What follows belongs to an exercise in optimizing a design on an open flow for small area, a short achievable clock period and few clock cycles per item; a production flow would make more cautious choices.
The RTL was checked by simulation tests, not by an equivalence proof against the original design.

==> flow/design.v (outline; a module is shown in full before it is edited, if it fits) <==
// module bc5_block_decoder: 1283 lines
// module sq24_csa: 564 lines
module bc5_block_decoder (
    input  wire         clk,
    input  wire         rst,
    input  wire         in_valid,
    output wire         in_ready,
    input  wire [63:0]  in_red,
    input  wire [63:0]  in_green,
    input  wire         in_normal,
    output wire         out_valid,
    input  wire         out_ready,
    output wire [383:0] out_rgb
);
  // ...
==> flow/run.sh <==
#!/bin/bash
# synth_recipe.tcl (not shown) runs the flow's synth.tcl, then flattens the netlist and writes it again
# the make line also repeats each setting of config.mk as NAME=value (left out here)
make -C /OpenROAD-flow-scripts/flow DESIGN_CONFIG=/design/flow/config.mk WORK_HOME=/design/flow/orfs CLKGATE_MAP_FILE= SYNTH_SCRIPT=/design/flow/synth_recipe.tcl finish
==> flow/config.mk <==
export PLATFORM = sky130hd
export DESIGN_NAME = bc5_block_decoder
export DESIGN_NICKNAME = bc5_block_decoder
export VERILOG_FILES = /design/flow/design.v
export SDC_FILE = /design/flow/constraint.sdc
export NUM_CORES = 4
export LEC_CHECK = 0
export ABC_AREA = 1
export CAP_MARGIN = 20
export CORE_MARGIN = 2
export CORE_UTILIZATION = 40
export SLEW_MARGIN = 20
==> flow/constraint.sdc <==
create_clock -name core_clock -period 16.0 [get_ports {clk}]
set_input_delay 3.2000 -clock core_clock [delete_from_list [all_inputs] [get_ports {clk}]]
set_output_delay 3.2000 -clock core_clock [all_outputs]
set_load 0.01 [all_outputs]
==> PnR_summary.wiki, run 1 <==
{| class="wikitable"
! Metric !! Value
|-
| Bufs w/o clock || 663
|-
| Slew HR || 28.5%
|-
| Die Outline Area || 0.334 mm²
|-
| Count of buffering cells on the critical path with inverters included || 6
|-
| Async set-or-reset flop fraction in the synthesized netlist || 0%
|-
| Clk_buf instances || 240
|-
| Result of the run || no timing/DRC/antenna violations
|-
| Synth warnings || 1
|-
| Endpoint of the lowest-slack register-to-register path || s15_res[18]
|-
| Syn-to-layout area delta || 12.0%
|-
| Overall Global Routing Usage || 23.5%
|-
| Share of the synthesized area in compound gates (AO/OA/AOI/OAI) || 15.0%
|-
| Final period utilization || 65.1%
|-
| Post-synthesis instance area || 0.132 mm²
|-
| Least-Margin Pin Slew || 1.07 ns
|-
| FF+latch count || 1642
|-
| Number of placement rows || 210
|-
| Clock-pin slew reported for the worst setup and hold paths after clock tree synthesis || 0.06 ns
|-
| Iteration count of the initial detailed-routing pass || 6
|-
| Post-route met1 wirelength || 185000 µm
|-
| Number of multi-input combinational cells in the layout || 13700
|-
| Number of logic stages on the critical path including buffering || 48
|-
| Cells taking the most area after synthesis || sky130_fd_sc_hd__dfxtp_1 17%, sky130_fd_sc_hd__nand2_1 14%, sky130_fd_sc_hd__edfxtp_1 12%, sky130_fd_sc_hd__inv_1 8.7%, sky130_fd_sc_hd__ha_1 7.6%
|-
| Kind of critical path || reg2reg
|-
| Most used DFF post-synth || sky130_fd_sc_hd__dfxtp_1
|-
| Placeable Area || 0.327 mm²
|-
| Total number of vias || 123000
|-
| Cts hold-fix bufs || 0
|}
Testbench counts, summed over its fixed seeds: cycles 7,816, items 480.
==> inputs of run 2 (changes only) <==
--- a/flow/design.v
+++ b/flow/design.v
@@ -801,48 +801,286 @@
             if (rr[24]) begin
                 mt = 24'h800000; e = e + 6'd1;
             end else begin
                 mt = rr[23:0];
             end
             f_div_fin = {x[30], e, mt};
         end
     endfunction
-    function [12:0] f_c7x10;
+    function [30:0] f_nx2c;
+        input [30:0] x;
+        reg [4-1:0] shn;
+        reg [23:0] q, v;
+        reg        g, st;
+        reg [24:0] qr;
+        reg [24:0] dv;
+        reg [23+10:0] ext;
+        begin
+            if (!x[30] || x[29:24] == 6'd33) begin
+                f_nx2c = {1'b1, 6'd32, 24'h800000};                
+            end else if (x[29:25] == 5'b10000 || x[29:24] == 6'd31) begin
+                v = !x[24] ? {1'b0, x[22:0]} : (~x[23:0] + 24'd1);
+                f_nx2c = f_norm24(v, x[29:24]);
+            end else begin
+                shn = 6'd31 - x[29:24];           
+                ext = {x[23:0], 10'd0} >> shn;
+                q   = ext[23+10:10];
+                g   = ext[10-1];
+                st  = |ext[10-2:0];
+                qr  = {1'b0, q} + {24'd0, g & (st | q[0])};
+                dv  = 25'h1000000 - qr;
+                f_nx2c = {1'b1, 6'd31, dv[23:0]};
+            end
+        end
+    endfunction
+    function [30:0] f_om2;
+        input [30:0] x;
+        reg [5-1:0] shn;
+        reg [23:0] q, v;
+        reg        g, st;
+        reg [24:0] qr;
+        reg [24:0] dv;
+        reg [23+22:0] ext;
+        begin
+            if (!x[30] || x[29:24] == 6'd33) begin
+                f_om2 = {1'b1, 6'd32, 24'h800000};                
+            end else if (x[29:25] == 5'b10000 || x[29:24] == 6'd31) begin
+                v = !x[24] ? {1'b0, x[22:0]} : (~x[23:0] + 24'd1);
+                f_om2 = f_norm24(v, x[29:24]);
+            end else begin
+                shn = 6'd31 - x[29:24];           
+                ext = {x[23:0], 22'd0} >> shn;
+                q   = ext[23+22:22];
+                g   = ext[22-1];
+                st  = |ext[22-2:0];
+                qr  = {1'b0, q} + {24'd0, g & (st | q[0])};
+                dv  = 25'h1000000 - qr;
+                f_om2 = {1'b1, 6'd31, dv[23:0]};
+            end
+        end
+    endfunction
+    function [30:0] f_nx2;
+        input [30:0] c;
+        begin
+            f_nx2 = f_nx2c({c[30], c[29:24] + 6'd1, c[23:0]});
+        end
+    endfunction
+    function [7:0] f_quant2;
+        input [30:0] c;
+        reg [31:0] y;
+        reg [5:0]  sh;
+        reg [33:0] msk;
+        reg        ones;
+        integer i;
+        begin
+            y  = {c[23:0], 8'd0} - {8'd0, c[23:0]};
+            sh = 6'd55 - c[29:24];
+            ones = 1'b1;
+            for (i = 6; i < 34; i = i + 1)
+                if (i < sh && (i >= 7 || !y[31]) && !(i < 32 && y[i])) ones = 1'b0;
+            f_quant2 = c[30] ? (y >> sh) + {7'd0, ones} : 8'd0;
+        end
+    endfunction
+    function [17:0] f_prA;
+        input [7:0] a;
+        input [2:0] w;
+        reg [2:0]  p;
+        reg [7:0]  ar;
+        integer k;
+        begin
+            p = 3'd0;
+            for (k = 0; k < 8; k = k + 1)
+                if (a[k]) p = k[2:0];
+            ar = (a << (3'd7 - p)) | (a >> (p + 3'd1));
+            f_prA = {(a != 8'd0) && (w != 3'd0), p, w, {3'd0, ar} * {8'd0, w}};
+        end
+    endfunction
+    function [30:0] f_prB;
+        input [17:0] v;
+        reg [10:0] xw;
+        reg [2:0]  w, p;
+        reg [26:0] pp;
+        reg [23:0] mt;
+        reg        g, st;
+        reg [5:0]  e;
+        reg [24:0] r;
+        begin
+            xw = v[10:0];
+            w  = v[13:11];
+            p  = v[16:14];
+            pp = {xw, 16'd0} + {8'd0, xw, 8'd0} + {16'd0, xw} + {24'd0, w};
+            if (pp[26]) begin
+                mt = pp[26:3]; g = pp[2]; st = |pp[1:0]; e = {3'd0, p} + 6'd27;
+            end else if (pp[25]) begin
+                mt = pp[25:2]; g = pp[1]; st = pp[0];    e = {3'd0, p} + 6'd26;
+            end else if (pp[24]) begin
+                mt = pp[24:1]; g = pp[0]; st = 1'b0;     e = {3'd0, p} + 6'd25;
+            end else begin
+                mt = pp[23:0]; g = 1'b0;  st = 1'b0;     e = {3'd0, p} + 6'd24;
+            end
+            r = rne24(mt, g, st);
+            if (r[24]) begin
+                mt = 24'h800000; e = e + 6'd1;
+            end else begin
+                mt = r[23:0];
+            end
+            f_prB = {v[17], e, mt};
+        end
+    endfunction
+    function [30:0] f_sqr_fin;
+        input [30:0] x;
+        input [47:0] p;
+        reg [23:0] mt;
+        reg        g, st;
+        reg [5:0]  e;
+        reg [24:0] r;
+        begin
+            e = {x[28:24], 1'b0} - 6'd32;
+            if (p[47]) begin
+                mt = p[47:24]; g = p[23]; st = |x[11:0]; e = e + 6'd1;
+            end else begin
+                mt = p[46:23]; g = p[22]; st = |x[10:0];
+            end
+            r = rne24(mt, g, st);
+            if (r[24]) begin
+                mt = 24'h800000; e = e + 6'd1;
+            end else begin
+                mt = r[23:0];
+            end
+            f_sqr_fin = {x[30], e, mt};
+        end
+    endfunction
+    function [13:0] f_isqA;
+        input [15:0] xi;
+        reg [7:0]  r;
+        reg [17:0] rm, tr;
+        integer i;
+        begin
+            r  = 8'd0;
+            rm = 18'd0;
+            for (i = 7; i >= 4; i = i - 1) begin
+                rm = {rm[15:0], xi[2*i+1 -: 2]};
+                tr = {8'd0, r, 2'b01};
+                if (rm >= tr) begin
+                    rm = rm - tr;
+                    r  = {r[6:0], 1'b1};
+                end else begin
+                    r  = {r[6:0], 1'b0};
+                end
+            end
+            f_isqA = {r[3:0], rm[9:0]};
+        end
+    endfunction
+    function [7:0] f_isqB;
+        input [21:0] v;
+        input [13:0] h;
+        reg [15:0] xi;
+        reg [7:0]  r;
+        reg [17:0] rm, tr;
+        reg [7:0]  n0;
+        reg [2:0]  dd;
+        reg        near, cz;
+        integer i;
+        begin
+            xi = v[15:0];
+            r  = {4'd0, h[13:10]};
+            rm = {8'd0, h[9:0]};
+            for (i = 3; i >= 0; i = i - 1) begin
+                rm = {rm[15:0], xi[2*i+1 -: 2]};
+                tr = {8'd0, r, 2'b01};
+                if (rm >= tr) begin
+                    rm = rm - tr;
+                    r  = {r[6:0], 1'b1};
+                end else begin
+                    r  = {r[6:0], 1'b0};
+                end
+            end
+            n0 = ({1'b0, r} + 9'd1) >> 1;
+            dd = f_dtab(r[7:1]);
+            case (dd)
+                3'd1: cz = v[17];
+                3'd2: cz = v[18];
+                3'd3: cz = v[19];
+                3'd4: cz = v[20];
+                default: cz = 1'b0;
+            endcase
+            near = (rm == {9'd0, r, 1'b0}) && !r[0] && cz;
+            f_isqB = v[21] ? 8'd127 + n0 + {7'd0, near} : 8'd127;
+        end
+    endfunction
+    function [30:0] f_prB2;
+        input [17:0] v;
+        reg [10:0] xw;
+        reg [2:0]  w, p;
+        reg [11:0] pa, pb;
+        reg [10:0] pc;
+        reg [26:0] pp;
+        reg [23:0] mt;
+        reg        g, st;
+        reg [5:0]  e;
+        reg [24:0] r;
+        begin
+            xw = v[10:0];
+            w  = v[13:11];
+            p  = v[16:14];
+            pa = {1'b0, xw} + {9'd0, w};
+            pb = {1'b0, xw} + {8'd0, pa[11:8]};
+            pc = xw + {7'd0, pb[11:8]};
+            pp = {pc, pb[7:0], pa[7:0]};
+            if (pp[26]) begin
+                mt = pp[26:3]; g = pp[2]; st = |pp[1:0]; e = {3'd0, p} + 6'd27;
+            end else if (pp[25]) begin
+                mt = pp[25:2]; g = pp[1]; st = pp[0];    e = {3'd0, p} + 6'd26;
+            end else if (pp[24]) begin
+                mt = pp[24:1]; g = pp[0]; st = 1'b0;     e = {3'd0, p} + 6'd25;
+            end else begin
+                mt = pp[23:0]; g = 1'b0;  st = 1'b0;     e = {3'd0, p} + 6'd24;
+            end
+            r = rne24(mt, g, st);
+            if (r[24]) begin
+                mt = 24'h800000; e = e + 6'd1;
+            end else begin
+                mt = r[23:0];
+            end
+            f_prB2 = {v[17], e, mt};
+        end
+    endfunction
+    function [6:0] f_c7x4;
         input [2:0]    r0;
-        input [9:0] bits;
+        input [3:0] bits;
         reg [2:0] r;
         reg [3:0] r2;
-        reg [9:0] q;
+        reg [3:0] q;
         integer k;
         begin
             r = r0;
-            for (k = 9; k >= 0; k = k - 1) begin
+            for (k = 3; k >= 0; k = k - 1) begin
                 r2 = {r, bits[k]};
                 q[k] = (r2 >= 4'd7);
                 r = q[k] ? r2 - 4'd7 : r2[2:0];
             end
-            f_c7x10 = {r, q};
+            f_c7x4 = {r, q};
         end
     endfunction
-    function [12:0] f_c5x10;
+    function [6:0] f_c5x4;
         input [2:0]    r0;
-        input [9:0] bits;
+        input [3:0] bits;
         reg [2:0] r;
         reg [3:0] r2;
-        reg [9:0] q;
+        reg [3:0] q;
         integer k;
         begin
             r = r0;
-            for (k = 9; k >= 0; k = k - 1) begin
+            for (k = 3; k >= 0; k = k - 1) begin
                 r2 = {r, bits[k]};
                 q[k] = (r2 >= 4'd5);
                 r = q[k] ? r2 - 4'd5 : r2[2:0];
             end
-            f_c5x10 = {r, q};
+            f_c5x4 = {r, q};
         end
     endfunction
     function [10:0] f_c7x8;
         input [2:0]    r0;
         input [7:0] bits;
         reg [2:0] r;
         reg [3:0] r2;
         reg [7:0] q;
@@ -869,137 +1107,123 @@
             for (k = 7; k >= 0; k = k - 1) begin
                 r2 = {r, bits[k]};
                 q[k] = (r2 >= 4'd5);
                 r = q[k] ? r2 - 4'd5 : r2[2:0];
             end
             f_c5x8 = {r, q};
         end
     endfunction
-    function [12:0] f_dc10;
+    function [6:0] f_dc4;
         input [2:0] r0;
-        input [9:0] bits;
+        input [3:0] bits;
         input       d7;
         begin
-            f_dc10 = d7 ? f_c7x10(r0, bits) : f_c5x10(r0, bits);
+            f_dc4 = d7 ? f_c7x4(r0, bits) : f_c5x4(r0, bits);
         end
     endfunction
     function [10:0] f_dc8;
         input [2:0] r0;
         input [7:0] bits;
         input       d7;
         begin
             f_dc8 = d7 ? f_c7x8(r0, bits) : f_c5x8(r0, bits);
         end
     endfunction
-    function [17:0] f_prA;
-        input [7:0] a;
-        input [2:0] w;
-        reg [2:0]  p;
-        reg [7:0]  ar;
-        integer k;
-        begin
-            p = 3'd0;
-            for (k = 0; k < 8; k = k + 1)
-                if (a[k]) p = k[2:0];
-            ar = (a << (3'd7 - p)) | (a >> (p + 3'd1));
-            f_prA = {(a != 8'd0) && (w != 3'd0), p, w, {3'd0, ar} * {8'd0, w}};
-        end
-    endfunction
-    function [30:0] f_prB;
-        input [17:0] v;
-        reg [10:0] xw;
-        reg [2:0]  w, p;
-        reg [26:0] pp;
-        reg [23:0] mt;
-        reg        g, st;
-        reg [5:0]  e;
-        reg [24:0] r;
+    function [61:0] f_sum_ord;
+        input [30:0] x;
+        input [30:0] y;
         begin
-            xw = v[10:0];
-            w  = v[13:11];
-            p  = v[16:14];
-            pp = {xw, 16'd0} + {8'd0, xw, 8'd0} + {16'd0, xw} + {24'd0, w};
-            if (pp[26]) begin
-                mt = pp[26:3]; g = pp[2]; st = |pp[1:0]; e = {3'd0, p} + 6'd27;
-            end else if (pp[25]) begin
-                mt = pp[25:2]; g = pp[1]; st = pp[0];    e = {3'd0, p} + 6'd26;
-            end else if (pp[24]) begin
-                mt = pp[24:1]; g = pp[0]; st = 1'b0;     e = {3'd0, p} + 6'd25;
-            end else begin
-                mt = pp[23:0]; g = 1'b0;  st = 1'b0;     e = {3'd0, p} + 6'd24;
-            end
-            r = rne24(mt, g, st);
-            if (r[24]) begin
-                mt = 24'h800000; e = e + 6'd1;
+            if (!x[30])
+                f_sum_ord = {y, x};
+            else if (!y[30])
+                f_sum_ord = {x, y};
+            else if (x[29:24] >= y[29:24])
+                f_sum_ord = {x, y};
+            else
+                f_sum_ord = {y, x};
+        end
+    endfunction
+    function [34:0] f_sum_al;
+        input [61:0] v;
+        reg [30:0] bg, sm;
+        reg [5:0]  d;
+        reg [36:0] sh;
+        begin
+            bg = v[61:31];
+            sm = v[30:0];
+            if (!sm[30]) begin
+                f_sum_al = {bg[30:24], 1'b0, bg[23:0], 3'b000};
             end else begin
-                mt = r[23:0];
+                d  = bg[29:24] - sm[29:24];
+                sh = {sm[23:0], 13'd0} >> d;
+                f_sum_al = {1'b1, bg[29:24],
+                            {1'b0, bg[23:0], 3'b000} + {1'b0, sh[36:11], |sh[10:0]}};
             end
-            f_prB = {v[17], e, mt};
         end
     endfunction
-    function [30:0] f_sqr_fin;
+    function [30:0] f_sqr_fin2;
         input [30:0] x;
-        input [47:0] p;
+        input [25:0] p;
         reg [23:0] mt;
         reg        g, st;
         reg [5:0]  e;
         reg [24:0] r;
         begin
             e = {x[28:24], 1'b0} - 6'd32;
-            if (p[47]) begin
-                mt = p[47:24]; g = p[23]; st = |x[11:0]; e = e + 6'd1;
+            if (p[25]) begin
+                mt = p[25:2]; g = p[1]; st = |x[11:0]; e = e + 6'd1;
             end else begin
-                mt = p[46:23]; g = p[22]; st = |x[10:0];
+                mt = p[24:1]; g = p[0]; st = |x[10:0];
             end
             r = rne24(mt, g, st);
             if (r[24]) begin
                 mt = 24'h800000; e = e + 6'd1;
             end else begin
                 mt = r[23:0];
             end
-            f_sqr_fin = {x[30], e, mt};
+            f_sqr_fin2 = {x[30], e, mt};
         end
     endfunction
-    function [13:0] f_isqA;
+    function [15:0] f_isqA6;
         input [15:0] xi;
         reg [7:0]  r;
         reg [17:0] rm, tr;
         integer i;
         begin
             r  = 8'd0;
             rm = 18'd0;
-            for (i = 7; i >= 4; i = i - 1) begin
+            for (i = 7; i >= 2; i = i - 1) begin
                 rm = {rm[15:0], xi[2*i+1 -: 2]};
                 tr = {8'd0, r, 2'b01};
                 if (rm >= tr) begin
                     rm = rm - tr;
                     r  = {r[6:0], 1'b1};
                 end else begin
                     r  = {r[6:0], 1'b0};
                 end
             end
-            f_isqA = {r[3:0], rm[9:0]};
+            f_isqA6 = {r[5:0], rm[9:0]};
         end
     endfunction
-    function [7:0] f_isqB;
+    function [7:0] f_isqB2;
         input [21:0] v;
-        input [13:0] h;
+        input [15:0] h;
         reg [15:0] xi;
         reg [7:0]  r;
         reg [17:0] rm, tr;
         reg [7:0]  n0;
         reg [2:0]  dd;
         reg        near, cz;
         integer i;
         begin
             xi = v[15:0];
-            r  = {4'd0, h[13:10]};
+            r  = {2'd0, h[15:10]};
             rm = {8'd0, h[9:0]};
-            for (i = 3; i >= 0; i = i - 1) begin
+            for (i = 1; i >= 0; i = i - 1) begin
                 rm = {rm[15:0], xi[2*i+1 -: 2]};
                 tr = {8'd0, r, 2'b01};
                 if (rm >= tr) begin
                     rm = rm - tr;
                     r  = {r[6:0], 1'b1};
                 end else begin
                     r  = {r[6:0], 1'b0};
                 end
@@ -1009,17 +1233,17 @@
             case (dd)
                 3'd1: cz = v[17];
                 3'd2: cz = v[18];
                 3'd3: cz = v[19];
                 3'd4: cz = v[20];
                 default: cz = 1'b0;
             endcase
             near = (rm == {9'd0, r, 1'b0}) && !r[0] && cz;
-            f_isqB = v[21] ? 8'd127 + n0 + {7'd0, near} : 8'd127;
+            f_isqB2 = v[21] ? 8'd127 + n0 + {7'd0, near} : 8'd127;
         end
     endfunction
     localparam NST = 16;             
     reg  [3:0]   fidx;               
     reg          fsrc;               
     reg  [1:0]   outst;              
     reg  [4:0]   cap;                
     reg  [63:0]  ir_red, ir_green;
@@ -1116,131 +1340,139 @@
         s1_pa_r <= f_prA(s0_ar, sel_r[5:3]);
         s1_pb_r <= f_prA(s0_br, sel_r[2:0]);
         s1_pa_g <= f_prA(s0_ag, sel_g[5:3]);
         s1_pb_g <= f_prA(s0_bg, sel_g[2:0]);
         s1_k_r  <= sel_r[8:6];
         s1_k_g  <= sel_g[8:6];
         s1_nm   <= s0_nm;
     end
-    reg [30:0] s2_pa_r, s2_pb_r, s2_pa_g, s2_pb_g;
+    reg [61:0] s2_o_r, s2_o_g;
     reg [2:0]  s2_k_r, s2_k_g;
     reg        s2_nm;
     always @(posedge clk) begin
-        s2_pa_r <= f_prB(s1_pa_r);
-        s2_pb_r <= f_prB(s1_pb_r);
-        s2_pa_g <= f_prB(s1_pa_g);
-        s2_pb_g <= f_prB(s1_pb_g);
-        s2_k_r  <= s1_k_r;
-        s2_k_g  <= s1_k_g;
-        s2_nm   <= s1_nm;
+        s2_o_r <= f_sum_ord(f_prB(s1_pa_r), f_prB(s1_pb_r));
+        s2_o_g <= f_sum_ord(f_prB(s1_pa_g), f_prB(s1_pb_g));
+        s2_k_r <= s1_k_r;
+        s2_k_g <= s1_k_g;
+        s2_nm  <= s1_nm;
     end
     reg [34:0] s3_sa_r, s3_sa_g;
     reg [2:0]  s3_k_r, s3_k_g;
     reg        s3_nm;
     always @(posedge clk) begin
-        s3_sa_r <= f_sum_a(s2_pa_r, s2_pb_r);
-        s3_sa_g <= f_sum_a(s2_pa_g, s2_pb_g);
+        s3_sa_r <= f_sum_al(s2_o_r);
+        s3_sa_g <= f_sum_al(s2_o_g);
         s3_k_r  <= s2_k_r;
         s3_k_g  <= s2_k_g;
         s3_nm   <= s2_nm;
     end
+    wire [30:0] sum_r = f_sum_b(s3_sa_r);
+    wire [30:0] sum_g = f_sum_b(s3_sa_g);
     reg [30:0] s4_s_r, s4_s_g;
+    reg [6:0]  s4_d_r, s4_d_g;
     reg [2:0]  s4_k_r, s4_k_g;
     reg        s4_nm;
     always @(posedge clk) begin
-        s4_s_r <= f_sum_b(s3_sa_r);
-        s4_s_g <= f_sum_b(s3_sa_g);
+        s4_s_r <= sum_r;
+        s4_s_g <= sum_g;
+        s4_d_r <= f_dc4(3'd0, sum_r[23:20], s3_k_r[0]);
+        s4_d_g <= f_dc4(3'd0, sum_g[23:20], s3_k_g[0]);
         s4_k_r <= s3_k_r;
         s4_k_g <= s3_k_g;
         s4_nm  <= s3_nm;
     end
     reg [30:0] s5_s_r, s5_s_g;
-    reg [12:0] s5_d_r, s5_d_g;
+    reg [12:0] s5_d_r, s5_d_g;       
     reg [2:0]  s5_k_r, s5_k_g;
     reg        s5_nm;
+    wire [10:0] d5_r = f_dc8(s4_d_r[6:4], s4_s_r[19:12], s4_k_r[0]);
+    wire [10:0] d5_g = f_dc8(s4_d_g[6:4], s4_s_g[19:12], s4_k_g[0]);
     always @(posedge clk) begin
         s5_s_r <= s4_s_r;
         s5_s_g <= s4_s_g;
-        s5_d_r <= f_dc10(3'd0, s4_s_r[23:14], s4_k_r[0]);
-        s5_d_g <= f_dc10(3'd0, s4_s_g[23:14], s4_k_g[0]);
+        s5_d_r <= {d5_r[10:8], s4_d_r[1:0], d5_r[7:0]};
+        s5_d_g <= {d5_g[10:8], s4_d_g[1:0], d5_g[7:0]};
         s5_k_r <= s4_k_r;
         s5_k_g <= s4_k_g;
         s5_nm  <= s4_nm;
     end
     reg [30:0] s6_s_r, s6_s_g;
-    reg [7:0]  s6_qh_r, s6_qh_g;
-    reg [12:0] s6_d_r, s6_d_g;
+    reg [20:0] s6_d_r, s6_d_g;       
     reg [2:0]  s6_k_r, s6_k_g;
     reg        s6_nm;
+    wire [10:0] d6_r = f_dc8(s5_d_r[12:10], s5_s_r[11:4], s5_k_r[0]);
+    wire [10:0] d6_g = f_dc8(s5_d_g[12:10], s5_s_g[11:4], s5_k_g[0]);
     always @(posedge clk) begin
-        s6_s_r  <= s5_s_r;
-        s6_s_g  <= s5_s_g;
-        s6_qh_r <= s5_d_r[7:0];
-        s6_qh_g <= s5_d_g[7:0];
-        s6_d_r  <= f_dc10(s5_d_r[12:10], s5_s_r[13:4], s5_k_r[0]);
-        s6_d_g  <= f_dc10(s5_d_g[12:10], s5_s_g[13:4], s5_k_g[0]);
-        s6_k_r  <= s5_k_r;
-        s6_k_g  <= s5_k_g;
-        s6_nm   <= s5_nm;
+        s6_s_r <= s5_s_r;
+        s6_s_g <= s5_s_g;
+        s6_d_r <= {d6_r[10:8], s5_d_r[9:0], d6_r[7:0]};
+        s6_d_g <= {d6_g[10:8], s5_d_g[9:0], d6_g[7:0]};
+        s6_k_r <= s5_k_r;
+        s6_k_g <= s5_k_g;
+        s6_nm  <= s5_nm;
     end
     function [30:0] f_cfin;
         input [30:0] s;
-        input [7:0]  qh;
-        input [12:0] d;
+        input [20:0] d;
         input [2:0]  k;
         reg [10:0] t;
         begin
-            t = f_dc8(d[12:10], {s[3:0], 4'd0}, k[0]);
+            t = f_dc8(d[20:18], {s[3:0], 4'd0}, k[0]);
             case (k[2:1])
-                2'd0: f_cfin = f_div_fin(s, {t[10:8] != 3'd0, qh, d[9:0], t[7:0]});
+                2'd0: f_cfin = f_div_fin(s, {t[10:8] != 3'd0, d[17:0], t[7:0]});
                 2'd1: f_cfin = s;
                 2'd2: f_cfin = 31'd0;
                 default: f_cfin = {1'b1, 6'd32, 24'h800000};
             endcase
         end
     endfunction
     reg [30:0] s7_c_r, s7_c_g;
     reg        s7_nm;
     always @(posedge clk) begin
-        s7_c_r <= f_cfin(s6_s_r, s6_qh_r, s6_d_r, s6_k_r);
-        s7_c_g <= f_cfin(s6_s_g, s6_qh_g, s6_d_g, s6_k_g);
+        s7_c_r <= f_cfin(s6_s_r, s6_d_r, s6_k_r);
+        s7_c_g <= f_cfin(s6_s_g, s6_d_g, s6_k_g);
         s7_nm  <= s6_nm;
     end
     reg [7:0]  s8_q_r, s8_q_g;
     reg [30:0] s8_n_r, s8_n_g;
     reg        s8_nm;
     always @(posedge clk) begin
-        s8_q_r <= f_quant(s7_c_r);
-        s8_q_g <= f_quant(s7_c_g);
-        s8_n_r <= f_nx(s7_c_r);
-        s8_n_g <= f_nx(s7_c_g);
+        s8_q_r <= f_quant2(s7_c_r);
+        s8_q_g <= f_quant2(s7_c_g);
+        s8_n_r <= f_nx2(s7_c_r);
+        s8_n_g <= f_nx2(s7_c_g);
         s8_nm  <= s7_nm;
     end
     wire [47:0] sq_s_r, sq_c_r, sq_s_g, sq_c_g;
     sq24_csa u_sq_r (.x(s8_n_r[23:0]), .s(sq_s_r), .c(sq_c_r));
     sq24_csa u_sq_g (.x(s8_n_g[23:0]), .s(sq_s_g), .c(sq_c_g));
+    wire [47:0] sq_p_r = sq_s_r + sq_c_r;
+    wire [47:0] sq_p_g = sq_s_g + sq_c_g;
     reg [7:0]  s9_q_r, s9_q_g;
-    reg [30:0] s9_x_r, s9_x_g;
+    reg [30:0] s9_n_r, s9_n_g;
+    reg [25:0] s9_p_r, s9_p_g;
     reg        s9_nm;
     always @(posedge clk) begin
         s9_q_r <= s8_q_r;
         s9_q_g <= s8_q_g;
-        s9_x_r <= f_sqr_fin(s8_n_r, sq_s_r + sq_c_r);
-        s9_x_g <= f_sqr_fin(s8_n_g, sq_s_g + sq_c_g);
+        s9_n_r <= s8_n_r;
+        s9_n_g <= s8_n_g;
+        s9_p_r <= sq_p_r[47:22];
+        s9_p_g <= sq_p_g[47:22];
         s9_nm  <= s8_nm;
     end
     reg [7:0]  s10_q_r, s10_q_g;
     reg [30:0] s10_t, s10_y;
     reg        s10_nm;
     always @(posedge clk) begin
         s10_q_r <= s9_q_r;
         s10_q_g <= s9_q_g;
-        s10_t   <= f_one_minus(s9_x_r);
-        s10_y   <= s9_x_g;
+        s10_t   <= f_om2(f_sqr_fin2(s9_n_r, s9_p_r));
+        s10_y   <= f_sqr_fin2(s9_n_g, s9_p_g);
         s10_nm  <= s9_nm;
     end
     reg [7:0]  s11_q_r, s11_q_g;
     reg [33:0] s11_ra;
     reg        s11_nm;
     always @(posedge clk) begin
         s11_q_r <= s10_q_r;
         s11_q_g <= s10_q_g;
@@ -1262,28 +1494,28 @@
     always @(posedge clk) begin
         s13_q_r <= s12_q_r;
         s13_q_g <= s12_q_g;
         s13_b   <= f_blue_a(s12_rad[31], s12_rad[30:0]);
         s13_nm  <= s12_nm;
     end
     reg [7:0]  s14_q_r, s14_q_g;
     reg [21:0] s14_b;
-    reg [13:0] s14_h;
+    reg [15:0] s14_h;
     reg        s14_nm;
     always @(posedge clk) begin
         s14_q_r <= s13_q_r;
         s14_q_g <= s13_q_g;
         s14_b   <= s13_b;
-        s14_h   <= f_isqA(s13_b[15:0]);
+        s14_h   <= f_isqA6(s13_b[15:0]);
         s14_nm  <= s13_nm;
     end
     reg [23:0] s15_res;
     always @(posedge clk)
-        s15_res <= {s14_nm ? f_isqB(s14_b, s14_h) : 8'd0, s14_q_g, s14_q_r};
+        s15_res <= {s14_nm ? f_isqB2(s14_b, s14_h) : 8'd0, s14_q_g, s14_q_r};
     wire [23:0] res = s15_res;
 endmodule
 module sq24_csa (
     input  wire [23:0] x,
     output wire [47:0] s,
     output wire [47:0] c
 );
     wire w1 = (x[0] & x[17]) ^ (x[1] & x[16]);
==> PnR_summary.wiki, run 2 <==
{| class="wikitable"
! Metric !! Value
|-
| Result of the run || no timing/DRC/antenna violations
|-
| Most used DFF post-synth || sky130_fd_sc_hd__dfxtp_1
|-
| Cts hold-fix bufs || 0 (unchanged)
|-
| Fraction of final layout cells sized beyond drive strength 1 || 4.29%
|-
| Crit path DAT || 9.28 ns
|-
| HPWL after detailed placement || 275000 µm
|-
| Post_cts resized || 0
|-
| EDFF count, synth || 513
|-
| Detailed router's first-iteration violation count || 7185
|-
| Fraction of post-synthesis cell area in the top cell type by area || 18.8%
|-
| Library cell appearing most often on the critical path || sky130_fd_sc_hd__nand2_1
|-
| Arithmetic-cell share of the synthesized area counting full adders, half adders and majority gates || 15.2%
|-
| Least-Margin Pin Slew || 1.11 ns (+0.0430 ns)
|-
| Total number of vias || 110000 (-11%)
|-
| Layout fillers || 31200
|-
| Mux cell area share after synthesis || 1.18%
|-
| Vias per Instance || 5.02
|-
| Final period utilization || 53.3% (-12 points)
|-
| Clock-pin slew reported for the worst setup and hold paths after clock tree synthesis || 0.06 ns (about the same)
|-
| Family with the most delay on the worst path || simple AND/OR/NAND/NOR gates
|-
| Unrepaired setup endpoints after global routing || false
|-
| Synth warnings || 5 (+4)
|-
| Post-synthesis instance area || 0.124 mm² (-5.5%)
|-
| Die Ht || 562 µm
|-
| CTS tree || built
|-
| Distinct cell type count of the synthesized netlist || 95
|-
| Iteration count of the initial detailed-routing pass || 8 (+2)
|-
| Largest net degree at the start of global routing || 145
|-
| Largest Register || out_sr
|-
| Highest fanout seen on the critical path || 59
|-
| Kind of critical path || reg2reg
|-
| Number of sinks on the clock net || 1680
|-
| Leading cell type in the layout, fill and taps excluded || sky130_fd_sc_hd__nand2_1
|-
| Cells on worst reg2reg path || 42
|-
| Placeable Area || 0.309 mm² (-5.6%)
|-
| Number of logic stages on the critical path including buffering || 42 (-13%)
|-
| Number of design rule violations left after detail routing || 0
|-
| Largest register FFs || 384
|-
| Sequential-to-total area share from yosys stat || 31.2%
|-
| Synthesized instance count || 17200
|-
| Min-Delay Path Class || reg2reg
|-
| Post-synthesis area per instance || 7.22 µm²
|-
| GR Overflow Total || 0
|-
| CP max-delay cell || sky130_fd_sc_hd__inv_1
|-
| Hold Fails Final Rpt || 0
|-
| Routability Congestion || 0.929
|-
| Leading registers by flop count || out_sr x384, ir_green x64, ir_red x64
|-
| Delay of the slowest critical-path stage || 0.66 ns
|-
| Endpoint of the lowest-slack register-to-register path || s2_o_g[32]
|-
| Die span in x || 562 µm
|-
| # Post-CTS Setup Buffers || 0
|-
| Worst-skew pair later-pin latency || 0.89 ns
|-
| Total I/O pin count || 519
|-
| Achievable clock frequency || 117 MHz
|-
| Most common cell in the netlist || sky130_fd_sc_hd__nand2_1
|-
| Kind of end point of the critical path || flop
|-
| Share of the synthesized area in compound gates (AO/OA/AOI/OAI) || 15.0% (about the same)
|-
| Worst setup startpoint || s1_pa_g[0]
|-
| Minimum clock period after layout || 8.52 ns
|-
| Worst path required time || 16.75 ns
|-
| Kind of launch point of the worst setup path || flop
|-
| Detailed-route wire length per cell || 16.0 µm
|-
| Remaining antenna violation count after routing || 0
|-
| Synthesized flop and latch total || 1680
|-
| Number of endpoints failing setup at the final stage || 0
|-
| Total negative setup slack || 0 ns
|-
| Most frequent cells in the layout || 4194 x sky130_fd_sc_hd__nand2_1, 2695 x sky130_fd_sc_hd__inv_1, 1793 x sky130_fd_sc_hd__o21ai_0, 1347 x sky130_fd_sc_hd__nor2_1, 1163 x sky130_fd_sc_hd__dfxtp_1
|-
| Antenna violations before repair || 18
|-
| H-tree level count || 4
|-
| Wire length reported by the detailed router || 349000 µm
|-
| Global-route wire length before repair || 558000 µm
|-
| Setup slack of the most critical reg-to-reg path || 7.48 ns
|-
| Via count of the first global-routing pass || 105000
|-
| Die Outline Area || 0.316 mm² (-5.5%)
|-
| List of most frequent post-synthesis cells || 4196 x sky130_fd_sc_hd__nand2_1, 2697 x sky130_fd_sc_hd__inv_1, 1793 x sky130_fd_sc_hd__o21ai_0, 1348 x sky130_fd_sc_hd__nor2_1, 1167 x sky130_fd_sc_hd__dfxtp_1
|-
| Number of placement rows || 204 (-2.9%)
|-
| Net total in the final layout || 18900
|-
| Clock root buffer master || sky130_fd_sc_hd__clkbuf_16
|-
| Overall Global Routing Usage || 21.6% (-1.9 points)
|-
| XOR/XNOR share of the synthesized area || 4.76%
|-
| Number of max-cap violations || 0
|-
| Count of buffering cells on the critical path with inverters included || 8 (+2)
|-
| Initial standard-cell utilization of the core || 40.3%
|-
| Origin of the critical flop-to-flop path || s1_pa_g[0]
|-
| Setup Skew || 0.0814 ns
|-
| Dominant combinational cell family by area after synthesis || simple AND/OR/NAND/NOR gates
|-
| Syn-to-layout area delta || 12.9%
|-
| Area share of and/or/nand/nor cells after synthesis || 22.6%
|-
| Async set-or-reset flop fraction in the synthesized netlist || 0% (unchanged)
|-
| Cells taking the most area after synthesis || sky130_fd_sc_hd__dfxtp_1 19%, sky130_fd_sc_hd__nand2_1 13%, sky130_fd_sc_hd__edfxtp_1 12%, sky130_fd_sc_hd__inv_1 8.1%, sky130_fd_sc_hd__ha_1 8.1%
|-
| Max Slew Vio Count || 0
|-
| Number of buffers on the longest clock path || 4
|-
| Post-synthesis cell type with the largest combined area || sky130_fd_sc_hd__dfxtp_1
|-
| CTS Buf Count || 198
|-
| Buffers added on ports || 518
|-
| Slew HR || 25.4% (-3.0 points)
|-
| Critical Path End || s2_o_g[32]
|}
==> run 2: cell types whose count changed after synthesis, sizes merged, moves of 32 or more <==
cell    delta
a21oi     -79
a31oi     -41
buf       -34
clkbuf    -71
dfxtp     +38
inv      -336
mux2i     +32
nand2    -593
nand3    -499
nand4     -59
nor2     -159
o211ai    -36
o21ai    -104
o22ai     -44
==> run 2: stage by stage <==
step / worst slack, ns / util, % / hold WS [ns] / area [µm²] / std cells
finish: 7.48 / 45.5 / 0.261 / 141000 / 21800
global route: 6.42 / 45.5 / 0.259 / 141000 / 21800
CTS: 7.52 / 45.5 / 0.241 / 140000 / 21800
detailed placement: 7.53 / 43.2 / 0.312 / 134000 / 21400
global placement: 7.72 / 43.2 / 0.310 / 134000 / 21400
floorplan: 4.01 / - / 0.310 / 124000 / 17200
==> run 2: cell type report <==
class | instances | area, µm² | share of cell area, %
Multi-Input combinational cell | 12200 | 73100 | 52.0
Antenna cell | 15 | 37.5 | 0.0267
Tap cell | 4120 | 5150 | 3.67
Sequential cell | 1680 | 38800 | 27.6
Clock buffer | 247 | 5420 | 3.86
Inverter | 2766 | 10400 | 7.40
Clock inverter | 121 | 1450 | 1.03
Timing Repair Buffer | 646 | 6170 | 4.39
==> run 2: cells by family after synthesis <==
group,after synthesis
muxes,147
adders and majority gates,1244
other,1
buffers and inverters,3329
xor gates and xnor gates,673
DFF,1680
and+or+nand+nor,6827
AOI/OAI and AO/OA,3328
==> run 2: metal layers <==
metal	vias to the layer above	GRT usage (%)	share of wire, %
li1	56300	-	-
met1	50200	27.7	44
met2	2633	37.4	47
met3	553	2.56	4.9
met4	16	6.97	3.3
met5	-	0	0.031
==> run 2: worst min-delay path by stage <==
stage,from,endpoint,slack [ns],cells past startpoint
finish,s8_n_r[25],s9_n_r[25],0.26,0
global route,s8_n_r[25],s9_n_r[25],0.26,0
CTS,s8_n_r[25],s9_n_r[25],0.24,0
detailed placement,s9_q_g[0],s10_q_g[0],0.31,0
global placement,s13_q_g[5],s14_q_g[5],0.31,0
floorplan,s9_nm,s10_nm,0.31,0
Testbench counts of run 2, summed over its fixed seeds: cycles 7,816, items 480.
==> inputs of run 3 (changes only) <==
--- a/flow/config.mk
+++ b/flow/config.mk
@@ -9,4 +9,4 @@
 export CAP_MARGIN = 20
 export CORE_MARGIN = 2
-export CORE_UTILIZATION = 40
+export CORE_UTILIZATION = 60
 export SLEW_MARGIN = 20
==> PnR_summary.wiki, run 3 <==
{| class="wikitable"
! Metric !! Value
|-
| Number of design rule violations left after detail routing || 0 (unchanged)
|-
| Worst-skew pair later-pin latency || 0.87 ns (-0.02 ns)
|-
| Buffers added on ports || 518 (unchanged)
|-
| Remaining antenna violation count after routing || 0 (unchanged)
|-
| Async set-or-reset flop fraction in the synthesized netlist || 0% (unchanged)
|-
| GR Overflow Total || 0 (unchanged)
|-
| CTS Buf Count || 178 (-10%)
|-
| Clock root buffer master || sky130_fd_sc_hd__clkbuf_16
|-
| Global-route wire length before repair || 535000 µm (-4.1%)
|-
| Synth warnings || 5 (unchanged)
|-
| Placeable Area || 0.207 mm² (-33%)
|-
| Sequential-to-total area share from yosys stat || 31.2% (unchanged)
|-
| Number of endpoints failing setup at the final stage || 0 (unchanged)
|-
| Fraction of final layout cells sized beyond drive strength 1 || 4.13% (-0.16 points)
|-
| Via count of the first global-routing pass || 104000 (-0.78%)
|-
| Most frequent cells in the layout || 4195 x sky130_fd_sc_hd__nand2_1, 2694 x sky130_fd_sc_hd__inv_1, 1793 x sky130_fd_sc_hd__o21ai_0, 1347 x sky130_fd_sc_hd__nor2_1, 1163 x sky130_fd_sc_hd__dfxtp_1
|-
| Synthesized instance count || 17200 (unchanged)
|-
| Slew HR || 20.8% (-4.7 points)
|-
| Most used DFF post-synth || sky130_fd_sc_hd__dfxtp_1
|-
| H-tree level count || 4 (unchanged)
|-
| Antenna violations before repair || 10 (-8)
|-
| Least-Margin Pin Slew || 1.19 ns (+0.0728 ns)
|-
| Highest fanout seen on the critical path || 64 (+8.5%)
|-
| Total negative setup slack || 0 ns (unchanged)
|-
| Routability Congestion || 0.985 (+6.1%)
|-
| Iteration count of the initial detailed-routing pass || 6 (-2)
|-
| Largest Register || out_sr
|-
| Minimum clock period after layout || 8.59 ns (+0.0688 ns)
|-
| Crit path DAT || 9.29 ns (about the same)
|-
| Worst path required time || 16.69 ns (-0.06 ns)
|-
| Net total in the final layout || 18900 (-0.12%)
|-
| CTS tree || built
|-
| Distinct cell type count of the synthesized netlist || 95 (unchanged)
|-
| Cts hold-fix bufs || 0 (unchanged)
|-
| # Post-CTS Setup Buffers || 0 (unchanged)
|-
| Detailed-route wire length per cell || 16.5 µm (+2.9%)
|-
| Post-synthesis area per instance || 7.22 µm² (unchanged)
|-
| Result of the run || no timing/DRC/antenna violations
|-
| Count of buffering cells on the critical path with inverters included || 5 (-3)
|-
| Syn-to-layout area delta || 11.1%
|-
| Leading registers by flop count || out_sr x384, ir_green x64, ir_red x64
|-
| Total number of vias || 111000 (+1.7%)
|-
| Die Ht || 459 µm (-18%)
|-
| Post_cts resized || 0 (unchanged)
|-
| Leading cell type in the layout, fill and taps excluded || sky130_fd_sc_hd__nand2_1
|-
| Die span in x || 459 µm (-18%)
|-
| EDFF count, synth || 513 (unchanged)
|-
| Setup Skew || 0.0727 ns (-0.00872 ns)
|-
| Unrepaired setup endpoints after global routing || false
|-
| Min-Delay Path Class || reg2reg
|-
| Family with the most delay on the worst path || compound AO/OA/AOI/OAI gates
|-
| Number of max-cap violations || 0 (unchanged)
|-
| Initial standard-cell utilization of the core || 60.2% (+20 points)
|-
| Kind of critical path || reg2reg
|-
| HPWL after detailed placement || 261000 µm (-5.2%)
|-
| Number of placement rows || 167 (-18%)
|-
| Minimum hold slack || 0.304 ns (+0.0433 ns)
|-
| Detailed router's first-iteration violation count || 8997 (+25%)
|-
| Wire length reported by the detailed router || 335000 µm (-4.0%)
|-
| Achievable clock frequency || 116 MHz (-0.80%)
|-
| Cells taking the most area after synthesis || sky130_fd_sc_hd__dfxtp_1 19%, sky130_fd_sc_hd__nand2_1 13%, sky130_fd_sc_hd__edfxtp_1 12%, sky130_fd_sc_hd__inv_1 8.1%, sky130_fd_sc_hd__ha_1 8.1%
|-
| Largest register FFs || 384 (unchanged)
|-
| Max Slew Vio Count || 0 (unchanged)
|-
| Kind of end point of the critical path || flop
|-
| Final period utilization || 53.7% (+0.43 points)
|-
| Most common cell in the netlist || sky130_fd_sc_hd__nand2_1
|-
| Vias per Instance || 5.48 (+9.0%)
|-
| Delay of the slowest critical-path stage || 0.59 ns (-0.07 ns)
|-
| List of most frequent post-synthesis cells || 4196 x sky130_fd_sc_hd__nand2_1, 2697 x sky130_fd_sc_hd__inv_1, 1793 x sky130_fd_sc_hd__o21ai_0, 1348 x sky130_fd_sc_hd__nor2_1, 1167 x sky130_fd_sc_hd__dfxtp_1
|-
| Post-synthesis cell type with the largest combined area || sky130_fd_sc_hd__dfxtp_1
|-
| Kind of launch point of the worst setup path || flop
|-
| Die Outline Area || 0.211 mm² (-33%)
|-
| Number of sinks on the clock net || 1680 (unchanged)
|-
| Library cell appearing most often on the critical path || sky130_fd_sc_hd__nand2_1
|-
| Overall Global Routing Usage || 30.9% (+9.3 points)
|-
| CP max-delay cell || sky130_fd_sc_hd__inv_2
|-
| Hold Fails Final Rpt || 0 (unchanged)
|-
| Synthesized flop and latch total || 1680 (unchanged)
|-
| Largest net degree at the start of global routing || 161 (+11%)
|-
| Fraction of post-synthesis cell area in the top cell type by area || 18.8% (unchanged)
|-
| Clock-pin slew reported for the worst setup and hold paths after clock tree synthesis || 0.07 ns (about the same)
|-
| Number of buffers on the longest clock path || 3 (-1)
|-
| Total I/O pin count || 519 (unchanged)
|-
| Post-synthesis instance area || 0.124 mm² (unchanged)
|}
==> run 3: cells by family after synthesis <==
family | synth area share, %
compound gates | 15.0
xor+xnor | 4.76
fa+ha+maj | 15.2
buf+inv | 10.1
flops | 31.2
mux | 1.18
other cells | 0.00301
simple gates | 22.6
==> run 3: area by class of cell <==
class / count / area [µm²]
multi-input combinational: 12200 / 73100
fill: 18400 / 68300
sequential: 1680 / 38800
inverter: 2766 / 10400
timing repair buffer: 643 / 6160
clock buffer: 222 / 4980
tap: 2704 / 3380
clock inverter: 113 / 1460
antenna: 5 / 12.5
==> run 3: through the flow <==
stage	worst slack [ns]	instance area (µm²)	std cells	util, %
final	7.41	138000	20400	66.9
after global routing	6.23	138000	20400	66.9
after CTS	7.52	138000	20300	66.9
after detailed placement	7.59	132000	20000	63.8
after global placement	7.62	132000	20000	63.8
after floorplan	4.01	124000	17200	-
==> run 3: metal layers <==
layer,share of wire (%),global-route usage (%)
met5,0.038,0
met1,43,39.7
met3,5.9,3.82
met2,48,53.2
met4,3.7,11.4
==> run 3: worst paths after layout <==
check / cells past startpoint / startpoint / slack, ns / endpoint
setup reg to reg: 48 / s9_p_r[25] / 7.41 / s10_t[23]
hold reg to reg: 0 / s5_s_g[21] / 0.30 / s6_s_g[21]
hold / removal: 0 / s5_s_g[21] / 0.30 / s6_s_g[21]
setup / recovery: 48 / s9_p_r[25] / 7.41 / s10_t[23]

[static timing again, ports no longer ideal]
How much do the figures lean on ideal ports? The routed layouts below were timed once more, with nothing changed but the port constraints. Step 1, drivers: a clkbuf_16 drives clk and a buf_2 each remaining input, both assumed. Step 2 also shifts input and output timing later by t, the mid clock arrival at the registers, as if the neighbouring blocks saw the same clock. a / b / c = no drivers / after step 1 / after step 2; a / b = the first two.
run | shift t [ns] | setup WS [ns] | worst setup path after step 2
run 1 | 0.993 | 5.587 / 5.587 / 5.587 | register to register
run 2 | 0.957 | 7.477 / 7.477 / 7.477 | register to register
run 3 | 0.941 | 7.408 / 7.408 / 7.408 | register to register
After both steps setup and hold are still met in every run listed.
